Source: an optimization exercise on an open RTL-to-GDS flow (aim: small area, a short achievable clock period and few clock cycles). Production flows keep margins and buffers that such runs may drop.
Function was checked by simulation only, so behaviour that the tests miss may differ from the original.
Power figures rest on the tool's default switching activity, not on a simulated workload.

`flow/run.sh`:
```
#!/bin/bash
# synth_recipe.tcl (not shown) runs the flow's synth.tcl, then flattens the netlist and writes it again
# the make line also repeats each setting of config.mk as NAME=value (left out here)
make -C /OpenROAD-flow-scripts/flow DESIGN_CONFIG=/design/flow/config.mk WORK_HOME=/design/flow/orfs CLKGATE_MAP_FILE= SYNTH_SCRIPT=/design/flow/synth_recipe.tcl finish
```
`flow/config.mk`:
```
export PLATFORM = sky130hd
export DESIGN_NAME = sctp_dec
export DESIGN_NICKNAME = sctp_dec
export VERILOG_FILES = /design/flow/design.v
export SDC_FILE = /design/flow/constraint.sdc
export NUM_CORES = 4
export LEC_CHECK = 0
export CAP_MARGIN = 20
export CORE_MARGIN = 2
export CORE_UTILIZATION = 40
export SLEW_MARGIN = 20
```
`flow/constraint.sdc`:
```
create_clock -name core_clock -period 6.0 [get_ports {clk}]
set_input_delay 1.2000 -clock core_clock [delete_from_list [all_inputs] [get_ports {clk}]]
set_output_delay 1.2000 -clock core_clock [all_outputs]
set_load 0.01 [all_outputs]
```
`flow/design.v`:
```
module sctp_dec (
    input  wire        clk,
    input  wire        rst,
    input  wire        in_valid,
    output wire        in_ready,
    input  wire [63:0] in_data,
    input  wire        in_last,
    input  wire [3:0]  in_cnt,
    output reg         ev_valid,
    input  wire        ev_ready,
    output reg  [3:0]  ev_type,
    output reg  [1:0]  ev_refk,
    output reg  [31:0] ev_off,
    output reg  [63:0] ev_value,
    output reg  [31:0] ev_size,
    output reg         ev_fault,
    output reg  [2:0]  ev_cause
);
    localparam [1:0] REF_NULL  = 2'd0;
    localparam [1:0] REF_INBUF = 2'd1;
    localparam [1:0] REF_TEMP  = 2'd2;
    localparam [2:0] C_TRUNCATED = 3'd1;
    localparam [2:0] C_OVERFLOW  = 3'd2;
    localparam [2:0] C_UNKNOWN   = 3'd5;
    localparam [2:0] S_HDR   = 3'd0;   
    localparam [2:0] S_FIX   = 3'd1;   
    localparam [2:0] S_LEB   = 3'd2;   
    localparam [2:0] S_VLEN  = 3'd3;   
    localparam [2:0] S_VSKIP = 3'd4;   
    localparam [2:0] S_DRAIN = 3'd5;   
    reg        bq_valid;
    reg [63:0] bq_data;
    reg [3:0]  bq_cnt;
    reg        bq_last;
    reg [3:0]  bq_idx;
    assign in_ready = !bq_valid;
    wire       have_byte = bq_valid && (bq_idx < bq_cnt);
    wire       at_end    = bq_valid && bq_last && (bq_idx >= bq_cnt);
    wire [7:0] cur_byte  = bq_data[bq_idx[2:0]*8 +: 8];
    wire       slot_free = !ev_valid || ev_ready;
    wire       take_byte = have_byte && slot_free;
    wire       take_end  = at_end && slot_free;
    reg [2:0]  state;
    reg [31:0] pos;         
    reg [31:0] hdr_pos;     
    reg [3:0]  ftype;       
    reg [3:0]  fwidth;      
    reg [3:0]  cnt;         
    reg [63:0] acc;         
    reg [63:0] remain;      
    reg [31:0] vstart;      
    reg [31:0] vlen;        
    wire [3:0] h_type = cur_byte[3:0];
    wire [3:0] h_meta = cur_byte[7:4];
    function [3:0] fixed_width(input [3:0] t);
        case (t)
            4'd0, 4'd1:   fixed_width = 4'd1;
            4'd2, 4'd3:   fixed_width = 4'd2;
            4'd4, 4'd5:   fixed_width = 4'd4;
            4'd10:        fixed_width = 4'd4;
            default:      fixed_width = 4'd8;
        endcase
    endfunction
    reg [63:0] fix_raw;
    reg [63:0] fix_val;
    always @(*) begin
        fix_raw = acc;
        fix_raw[cnt[2:0]*8 +: 8] = cur_byte;
        case (ftype)
            4'd0:    fix_val = {{56{fix_raw[7]}},  fix_raw[7:0]};
            4'd2:    fix_val = {{48{fix_raw[15]}}, fix_raw[15:0]};
            4'd4:    fix_val = {{32{fix_raw[31]}}, fix_raw[31:0]};
            4'd1:    fix_val = {56'd0, fix_raw[7:0]};
            4'd3:    fix_val = {48'd0, fix_raw[15:0]};
            4'd5, 4'd10: fix_val = {32'd0, fix_raw[31:0]};
            default: fix_val = fix_raw;
        endcase
    end
    reg [69:0] leb_wide;
    reg [63:0] leb_acc;
    reg [63:0] leb_sval;
    reg [6:0]  leb_shift;    
    always @(*) begin
        leb_wide  = {6'd0, acc} | ({63'd0, cur_byte[6:0]} << (cnt * 7));
        leb_acc   = leb_wide[63:0];
        leb_shift = (cnt + 7'd1) * 7;
        leb_sval  = leb_acc;
        if (leb_shift < 7'd64 && cur_byte[6])
            leb_sval = leb_acc | ({64{1'b1}} << leb_shift);
    end
    wire leb_more     = cur_byte[7];
    wire leb_overflow = leb_more && (cnt == 4'd9);    
    task emit(input [3:0] t, input [1:0] rk, input [31:0] off,
              input [63:0] val, input [31:0] sz);
        begin
            ev_valid <= 1'b1;
            ev_type  <= t;
            ev_refk  <= rk;
            ev_off   <= off;
            ev_value <= val;
            ev_size  <= sz;
            ev_fault <= 1'b0;
            ev_cause <= 3'd0;
        end
    endtask
    task emit_fault(input [2:0] cause, input [31:0] off);
        begin
            ev_valid <= 1'b1;
            ev_type  <= 4'd0;
            ev_refk  <= REF_NULL;
            ev_off   <= off;
            ev_value <= 64'd0;
            ev_size  <= 32'd0;
            ev_fault <= 1'b1;
            ev_cause <= cause;
        end
    endtask
    always @(posedge clk) begin
        if (rst) begin
            bq_valid <= 1'b0;
            bq_data  <= 64'd0;
            bq_cnt   <= 4'd0;
            bq_last  <= 1'b0;
            bq_idx   <= 4'd0;
            state    <= S_HDR;
            pos      <= 32'd0;
            hdr_pos  <= 32'd0;
            ftype    <= 4'd0;
            fwidth   <= 4'd0;
            cnt      <= 4'd0;
            acc      <= 64'd0;
            remain   <= 64'd0;
            vstart   <= 32'd0;
            vlen     <= 32'd0;
            ev_valid <= 1'b0;
            ev_type  <= 4'd0;
            ev_refk  <= 2'd0;
            ev_off   <= 32'd0;
            ev_value <= 64'd0;
            ev_size  <= 32'd0;
            ev_fault <= 1'b0;
            ev_cause <= 3'd0;
        end else begin
            if (ev_valid && ev_ready)
                ev_valid <= 1'b0;
            if (in_valid && in_ready) begin
                bq_valid <= 1'b1;
                bq_data  <= in_data;
                bq_cnt   <= in_last ? ((in_cnt > 4'd8) ? 4'd8 : in_cnt) : 4'd8;
                bq_last  <= in_last;
                bq_idx   <= 4'd0;
            end
            if (take_byte) begin
                bq_idx <= bq_idx + 4'd1;
                if (!bq_last && bq_idx == bq_cnt - 4'd1)
                    bq_valid <= 1'b0;
                pos <= pos + 32'd1;
                case (state)
                    S_HDR: begin
                        hdr_pos <= pos;
                        ftype   <= h_type;
                        cnt     <= 4'd0;
                        acc     <= 64'd0;
                        case (h_type)
                            4'd8, 4'd9: state <= S_LEB;
                            4'd12: emit(4'd12, REF_INBUF, pos, {60'd0, h_meta}, 32'd1);
                            4'd13: begin
                                if (h_meta == 4'd15) begin
                                    state <= S_VLEN;
                                end else if (h_meta == 4'd0) begin
                                    emit(4'd13, REF_INBUF, pos + 32'd1,
                                         {32'd0, pos + 32'd1}, 32'd0);
                                end else begin
                                    state  <= S_VSKIP;
                                    remain <= {60'd0, h_meta};
                                    vstart <= pos + 32'd1;
                                    vlen   <= {28'd0, h_meta};
                                end
                            end
                            4'd14: begin
                                emit_fault(C_UNKNOWN, pos);
                                state <= S_DRAIN;
                            end
                            4'd15: begin
                                emit(4'd15, REF_NULL, 32'd0, 64'd0, 32'd0);
                                state <= S_DRAIN;
                            end
                            default: begin
                                state  <= S_FIX;
                                fwidth <= fixed_width(h_type);
                            end
                        endcase
                    end
                    S_FIX: begin
                        acc <= fix_raw;
                        cnt <= cnt + 4'd1;
                        if (cnt + 4'd1 == fwidth) begin
                            emit(ftype, REF_INBUF, hdr_pos + 32'd1, fix_val, {28'd0, fwidth});
                            state <= S_HDR;
                        end
                    end
                    S_LEB: begin
                        acc <= leb_acc;
                        cnt <= cnt + 4'd1;
                        if (leb_overflow) begin
                            emit_fault(C_OVERFLOW, hdr_pos);
                            state <= S_DRAIN;
                        end else if (!leb_more) begin
                            emit(ftype, REF_TEMP, 32'd0,
                                 (ftype == 4'd9) ? leb_sval : leb_acc, 32'd8);
                            state <= S_HDR;
                        end
                    end
                    S_VLEN: begin
                        acc <= leb_acc;
                        cnt <= cnt + 4'd1;
                        if (leb_overflow) begin
                            emit_fault(C_OVERFLOW, hdr_pos);
                            state <= S_DRAIN;
                        end else if (!leb_more) begin
                            if (leb_acc == 64'd0) begin
                                emit(4'd13, REF_INBUF, pos + 32'd1,
                                     {32'd0, pos + 32'd1}, 32'd0);
                                state <= S_HDR;
                            end else begin
                                state  <= S_VSKIP;
                                remain <= leb_acc;
                                vstart <= pos + 32'd1;
                                vlen   <= leb_acc[31:0];
                            end
                        end
                    end
                    S_VSKIP: begin
                        remain <= remain - 64'd1;
                        if (remain == 64'd1) begin
                            emit(4'd13, REF_INBUF, vstart, {32'd0, vstart}, vlen);
                            state <= S_HDR;
                        end
                    end
                    default: ;   
                endcase
            end
            else if (take_end) begin
                bq_valid <= 1'b0;
                pos      <= 32'd0;
                state    <= S_HDR;
                case (state)
                    S_HDR:   emit(4'd15, REF_NULL, 32'd0, 64'd0, 32'd0);    
                    S_DRAIN: ;
                    default: emit_fault(C_TRUNCATED, hdr_pos);
                endcase
            end
        end
    end
endmodule
```
==> summary.md <==
| Metric | Value |
|---|---|
| Status | `complete, no violations` |
| Clock latency at the later pin of the worst-skew pair | `0.65 ns` |
| Worst slew pin tran | `1.12 ns` |
| Max_slew headroom | `25.0%` |
| Asr flop ratio synth | `0%` |
| Buffers on Ports | `212` |
| Yosys warning count | `1` |
| Pin count of the biggest net entering global routing | `188` |
| Post-cts resize count | `0` |
| Root Driver | `clkbuf_16` |
| Tcrit/Tclk final | `89.4%` |
| Setup TNS Final | `0 ns` |
| Grt total ovfl | `0` |
| Simple-gate portion of the synthesized area | `19.9%` |
| Startpoint types | `flip-flop` |
| Detailed Route WL | `134000 um` |
| H-Tree Depth | `2` |
| CTS sink cnt | `484` |
| Syn avg cell area | `7.49 um^2` |
| Core Area | `0.0700 mm^2` |
| Largest family of logic cells by synthesized area | `compound AO/OA/AOI/OAI gates` |
| RSZ-0062 raised after global routing | `no` |
| Seq/Total Area, Yosys | `34.2%` |
| Post-synth EDFFs | `0` |
| Die W | `270 um` |
| GPL Wtd Cong | `1.07` |
| Fin worst setup slack | `0.634 ns` |
| Power density over the cells | `238 mW/mm^2` |
| Main flop type after synthesis | `dfxtp_1` |
| Clk slew on worst S/H paths | `0.06 ns` |
| CP required | `6.59 ns` |
| First-pass GRT wire length | `197000 um` |
| Post-layout net count | `3920` |
| Fmax | `186 MHz` |
| Crit path DAT | `5.96 ns` |
| CP Launch Point | `cnt[2]` |
| CP max-delay cell | `fa_1` |
| Max-Cap Viols | `0` |
| Adder-Cell Fraction of Synth Area | `1.37%` |
| Crit-path cells | `nand3_1 > xor2_1 > inv_1 > fa_1 > inv_1 > fa_1 > nor2b_1 > nand2_1 > o31ai_1 > a211o_1 > nand4_1 > nor3_1 > a31o_2` |
| Slew Limit Fails | `0` |
| Vias in the first global route | `29500` |
| FP Rows | `97` |
| Net Count, Synth | `3878` |
| Yosys reg bits | `484` |
| DRT iter0 DRCs | `4993` |
| Routed len/inst | `27.9 um` |
| Endpoints failing hold | `0` |
| Worst reg2reg startpoint | `cnt[2]` |
| P&R area growth vs syn | `18.4%` |
| Final ANT Viol Nets | `0` |
| Worst reg-to-reg setup slack | `0.63 ns` |
| Hold crit path type | `flip-flop to flip-flop` |
| XOR/XNOR Fraction of Synth Area | `2.01%` |
| Gate count of the mapped netlist | `3778` |
| Share of post-route cells with drive strength above 1 | `8.44%` |
| Post-CTS Setup Bufs | `0` |
| Post-DP HPWL | `90700 um` |
| Final setup skew | `0.0221 ns` |
| CTS buffer count | `57` |
| Buffer depth of the longest clock path | `3` |
| Die Span Y | `270 um` |
| P_leak | `11.5 nW` |
| Num ports | `213` |
| Critical path endpoint category | `flip-flop` |
| Via count | `32400` |
| DR pass1 iterations | `8` |
| Multiplexer area fraction after synthesis | `2.56%` |
| Synth Area in Compound Gates | `34.0%` |
| Post-CTS Hold Buffers | `0` |
| Final min period | `5.37 ns` |
| DRC errors left | `0` |
| Worst min-delay path startpoint | `bq_data[52]` |
| Initial core utilization | `40.4%` |
| Crit path max-delay family | `adder cells` |
| Total Power | `7.99 mW` |
| Worst Path Buf+Inv | `2` |
| Tot GR Track Use | `35.0%` |
| Final setup fails | `0` |
| Utilization after layout | `47.9%` |
| Unique cell type count in the Yosys netlist | `87` |
| CTS tree | `built` |
| WS Path Type | `flip-flop to flip-flop` |
| Avg Vias per Cell | `6.73` |
| Netlist Area Pre-Place | `0.0283 mm^2` |
| CP peak stage delay | `1.19 ns` |
| Placement Setup Slack | `0.801 ns` |
| Worst-path fanout max | `24` |
| Antenna violations before repair | `9` |
| Worst VDD drop | `0.197 mV` |
| Die area | `0.0729 mm^2` |
metrics by stage:
stage | instance area (um^2) | cells | hold slack (ns)
global placement | 31600 | 4701 | 0.441
finish | 33500 | 4813 | 0.453
detailed placement | 31600 | 4701 | 0.446
floorplan | 28300 | 3778 | 0.433
CTS | 33500 | 4804 | 0.454
global route | 33500 | 4804 | 0.467
worst paths after layout:
kind,depth (start not counted),endpoint
hold / removal,2,bq_data[52]
setup reg to reg,13,ev_value[0]
hold reg to reg,2,bq_data[52]
setup / recovery,13,ev_value[0]
sequential cells by signal, indices dropped and copies added, names as in the netlist:
signal    count
ev_size      32
fwidth        4
acc          64
ev_type       4
ev_cause      3
bq_idx        4
ev_refk       2
vstart       32
remain       64
pos          32
ev_fault      1
bq_cnt        4
ev_value     64
bq_last       1
ev_off       32
hdr_pos      32
cnt           4
vlen         32
state         3
bq_data      64
ev_valid      1
ftype         4
bq_valid      1
report_power, final:
| group | leakage [nW] | switching, mW | internal, mW |
|---|---|---|---|
| logic | 6.63 | 0.633 | 0.326 |
| clock network | 0.930 | 1.52 | 2.12 |
| registers | 3.92 | 0.0795 | 3.31 |
| total | 11.5 | 2.24 | 5.75 |
synthesized netlist by cell type (17+ instances only):
cell	n	share of area, %
nor2_1	311	4.1
or3_1	28	0.62
nor3_1	105	1.9
o31ai_1	71	1.9
buf_1	23	0.31
o211ai_1	53	1.4
a21o_1	27	0.72
a211oi_1	122	3.2
a31oi_1	51	1.1
inv_1	37	0.49
nand4_1	43	0.95
a21oi_1	401	7.1
o21ai_0	288	5.1
dfxtp_1	484	34
a22oi_1	110	2.9
nand2_1	476	6.3
a221oi_1	32	0.99
a311oi_1	17	0.53
clkbuf_1	316	4.2
o2111ai_1	53	1.6
nor4_1	35	0.77
a32oi_1	18	0.56
ha_1	23	1.0
o22ai_1	36	0.80
mux2i_1	61	2.2
and3_1	19	0.42
a211o_1	28	0.87
xor2_1	22	0.68
nand3_1	118	2.1
xnor2_1	43	1.3
o211a_1	23	0.81
o221ai_1	27	0.84
buf_2	39	0.69
and2_1	22	0.49
or4_1	18	0.48
cells by family (layout without fill, tap and decap cells):
| logic type | after synthesis | in the layout |
|---|---|---|
| other | 0 | 9 |
| AO/OA/AOI/OAI | 1467 | 1467 |
| buffers and inverters | 421 | 507 |
| flip-flops | 484 | 484 |
| AND/OR/NAND/NOR | 1244 | 1244 |
| multiplexers | 68 | 68 |
| XOR/XNOR | 65 | 65 |
| adder cells (fa/ha/maj) | 29 | 29 |
layer usage:
layer,up-vias,GRT usage [%],wire [um]
li1,14200,-,-
met1,15400,46.8,53800
met2,2209,50.5,55800
met3,510,10.9,16500
met4,14,18.1,7840
met5,-,0,114
tightest hold or removal path: cells and delay by family, from the launching register on:
family | cells | cell delay (ns)
compound gates | 1 | 0.05
flops | 1 | 0.31
simple gates | 1 | 0.05
final cells by class:
class / count / area (um^2)
Clock inverter: 28 / 342
Tap cell: 940 / 1180
Clock buffer: 75 / 1580
Sequential cell: 484 / 9690
Antenna cell: 9 / 22.5
Fill cell: 7024 / 36500
Inverter: 38 / 148
Timing Repair Buffer: 366 / 3400
Multi-Input combinational cell: 2873 / 17200
layout by cell type, fill, tap and decap left out, drive strengths merged, types with 43 or more instances in the layout:
cell           count
o31ai             72
nor2             312
a31oi             51
xnor2             43
o2111ai           53
dfxtp            484
clkbuf            75
clkdlybuf4s50    211
a21oi            403
a22oi            112
nand4             43
a211oi           122
nor3             105
buf              155
nand3            118
o21ai            291
nand2            476
o211ai            53
mux2i             61
Testbench counts, summed over its fixed seeds: cycles 96,159.

## afterwards: timing with drivers on the ports
The results above use ideal ports. As a check the final layout listed here was re-extracted and re-timed, cells and wires unchanged.
Step 1, drivers: a clkbuf_16 drives clk and a buf_2 each remaining input, both assumed.
Step 2 adds t to the input delays and takes it off the output delays; t is the mean of the earliest and latest rising clock arrival at the registers after step 1. Input paths then give back, and output paths get back, about the clock's delay inside the block.
Slacks: no drivers / after step 1 / after step 2; pairs: no drivers / after step 1.
t (ns): 0.709
slack for setup (ns): 0.634 / 0.634 / 0.634
latest minus earliest clock arrival (ns): 0.024 / 0.024
worst slew at a driven data input, ns: 0.05
cell pins on the clock port's net: 1
After both steps setup and hold are still met in this run. For this run, drivers alone change the setup slack by 0.000 ns; drivers and shift together by 0.000 ns.
